Source: an optimization exercise on an open RTL-to-GDS flow (aim: a short achievable clock period and few clock cycles). Production flows keep margins and buffers that such runs may drop. Only simulation tests tie the RTL to the original design; equivalence was not proved. Power figures rest on the tool's default switching activity, not on a simulated workload.

== P ==
## simpleos_core
module simpleos_core (
    input  wire        clk,
    input  wire        rst,           
    output wire        mem_req,
    output wire        mem_we,
    output wire [10:0] mem_addr,
    output wire [31:0] mem_wdata,
    input  wire        mem_ack,
    input  wire [31:0] mem_rdata,
    input  wire [6:0]  rnd_value,
    output wire        rnd_take,
    output wire        out_valid,
    output wire [1:0]  out_port,
    output wire [31:0] out_data,
    output wire        anom_valid,
    output wire [31:0] anom_pc,
    output wire [31:0] anom_op,
    output wire        halted,
    output wire [1:0]  halt_code,     
    output wire [31:0] halt_addr,
    output wire [31:0] reg_ac,
    output wire [31:0] reg_x,
    output wire [31:0] reg_y,
    output wire [31:0] reg_sp,
    output wire [31:0] reg_pc,
    output wire [31:0] reg_ir,
    output wire        reg_mode       
);
For scale: roughly 420 I/O pins, ~0.045 sq mm of cells after synthesis.
Settings: LEC_CHECK=0, CAP_MARGIN=20, CORE_MARGIN=2, CORE_UTILIZATION=40, PLACE_DENSITY=0.65, SETUP_SLACK_MARGIN=4.5, SLEW_MARGIN=20, TNS_END_PERCENT=20; clock period 7.0 ns.
run.sh (not shown) runs the stock make flow with config.mk's settings and CLKGATE_MAP_FILE= SYNTH_SCRIPT=/design/flow/synth_recipe.tcl, a recipe that flattens the netlist after the stock synthesis.
P was carried through to the last stage, and its layout satisfied the timing, design-rule and antenna checks.
Testbench counts of P, summed over its fixed seeds: cycles 166,772.
diff inputs: P => Q
- CORE_UTILIZATION changed from 40 to 30
- SETUP_SLACK_MARGIN changed from 4.5 to 4.0
- PLACE_DENSITY changed from 0.65 to 0.6
- TNS_END_PERCENT changed from 20 to 30
==> comparison <==
Re wire length of the first global-routing pass: Q is about 3% up on P.
Going from P to Q, the signed area change from the synthesized netlist to the final layout was found to have gone down by 3.9 points.
Compared with P, in Q share of power burned in the clock network grew by 2.4 points, peak ir drop on the vdd network shrank by 0.51%, total clock network power grew by about 12%.
P vs Q, capturing instance or port of the critical path: pc[13]$_SDFF_PP0_ vs bf$_SDFFE_PP0P_
The inputs of R differ from those of Q as listed below.
- CORE_UTILIZATION: 30 -> 45
- PLACE_DENSITY: 0.6 -> 0.65
## What came out
Lower total core area was reported by R, not Q.
No stage failed in R, and the final checks on the layout all came back clean.
Taking Q as the reference, in R power down 2.2%, global-route track usage on met1 up 17 points, minimum setup slack in the final design up 47 ps, initial antenna violation count down 1, design area down about 3%.
Row worst path required time: R lower / Q higher
Compared to Q, R has clock network latency to the later pin of the worst-skew pair 80 ps lower.
Wire: R routes less than Q
R vs Q, instance count: R lower


north:
Another version of the RTL of simpleos_core (not shown whole).
For scale: roughly 5,400 cells after synthesis, ~520 flip-flops, ~420 I/O pins.
Design simpleos_core, start of the top module:
module simpleos_core (
    input  wire        clk,
    input  wire        rst,           
    output wire        mem_req,
    output wire        mem_we,
    output wire [10:0] mem_addr,
    output wire [31:0] mem_wdata,
    input  wire        mem_ack,
    input  wire [31:0] mem_rdata,
    input  wire [6:0]  rnd_value,
    output wire        rnd_take,
    output wire        out_valid,
    output wire [1:0]  out_port,
    output wire [31:0] out_data,
    output wire        anom_valid,
    output wire [31:0] anom_pc,
    output wire [31:0] anom_op,
    output wire        halted,
    output wire [1:0]  halt_code,     
    output wire [31:0] halt_addr,
    output wire [31:0] reg_ac,
    output wire [31:0] reg_x,
    output wire [31:0] reg_y,
    output wire [31:0] reg_sp,
    output wire [31:0] reg_pc,
    output wire [31:0] reg_ir,
    output wire        reg_mode       
);
    localparam [31:0] USER_LIMIT    = 32'd1000;
    localparam [31:0] INT_HANDLER   = 32'd1500;
    localparam [31:0] SYS_STACK_TOP = 32'd2000;
    localparam [2:0] FA_PC = 3'd0, FA_SP = 3'd1, FA_SPM1 = 3'd2, FA_SPX = 3'd3,
                     FA_OPR = 3'd4, FA_OPRIX = 3'd5;
    function flt(input [31:0] a, input m);
        flt = a[31] || (a[30:11] != 21'd0) || (a[10:0] >= 11'd2000) ||
              (!m && (a[10:0] >= 11'd1000));
    endfunction
    function inr(input [31:0] a, input [10:0] lo, input [10:0] hi);
        inr = (a[31:11] == 21'd0) && (a[10:0] >= lo) && (a[10:0] <= hi);
    endfunction
    function fltp1(input [31:0] a, input m);
        fltp1 = !((a == 32'hFFFF_FFFF) || inr(a, 11'd0, m ? 11'd1998 : 11'd998));
    endfunction
    function fltm1(input [31:0] a, input m);
        fltm1 = !inr(a, 11'd1, m ? 11'd2000 : 11'd1000);
    endfunction
    function [31:0] add32(input [31:0] a, input [31:0] b, input cin);
        reg [31:0] g, p, gg, pp;
        integer i, d;
        begin
            g = a & b;
            p = a ^ b;
            gg = g;
            pp = p;
            gg[0] = g[0] | (p[0] & cin);
            for (d = 1; d < 32; d = d * 2)
                for (i = 31; i >= d; i = i - 1) begin
                    gg[i] = gg[i] | (pp[i] & gg[i-d]);
                    pp[i] = pp[i] & pp[i-d];
                end
            add32 = p ^ {gg[30:0], cin};
        end
  ...
clock: 7.0 ns
lec_check: 0
cap_margin: 20
core_margin: 2
core_utilization: 45
place_density: 0.65
setup_slack_margin: 4.0
slew_margin: 20
tns_end_percent: 30
No stage failed in north, and the final checks on the layout all came back clean.
Testbench counts of north, summed over its fixed seeds: cycles 166,772.
Input changes introduced in south (baseline for comparison: north):
- changing PLACE_DENSITY from 0.65 to 0.6
- changing CORE_UTILIZATION from 45 to 30
### Flow results
- Routability-driven placement congestion ratio shrinks by a few percent when moving from north to south.
- Clock latency on the worst-skew pair ends up lower on north.
- | peak per-stage delay on the critical path | higher: south |
- Between north and south, die span in x increased.

## static timing again, ports no longer ideal
In the flow no input, the clock included, has a driving cell. The finished layouts below were timed again as built, in two steps.
Step 1: set_driving_cell puts a clkbuf_16 on clk and a buf_2 on each other input, an assumption about the parent block.
Step 2, shift: input delay + t, output delay - t, t = (earliest + latest rising clock arrival at the registers) / 2. This alone moves slack from input paths to output paths.
Slacks: ideal ports / drivers / drivers and shift; pairs: ideal ports / drivers.
run | shift t [ns] | setup slack, ns | latest minus earliest clock arrival (ns) | worst data-port slew with drivers (ns) | cell pins on the clock port's net
P | 0.747 | 3.420 / 3.420 / 2.997 | 0.046 / 0.046 | 0.09 | 1
Q | 0.809 | 3.470 / 3.470 / 2.759 | 0.046 / 0.047 | 0.30 | 1
R | 0.746 | 3.517 / 3.517 / 3.013 | 0.038 / 0.038 | 0.08 | 1
north | 0.736 | 3.402 / 3.402 / 2.840 | 0.038 / 0.039 | 0.10 | 1
south | 0.789 | 3.426 / 3.426 / 2.934 | 0.047 / 0.047 | 0.06 | 1
After both steps setup and hold are still met in every run listed. For Q, which loses most, drivers alone change the setup slack by 0.000 ns; drivers and shift together by -0.711 ns.
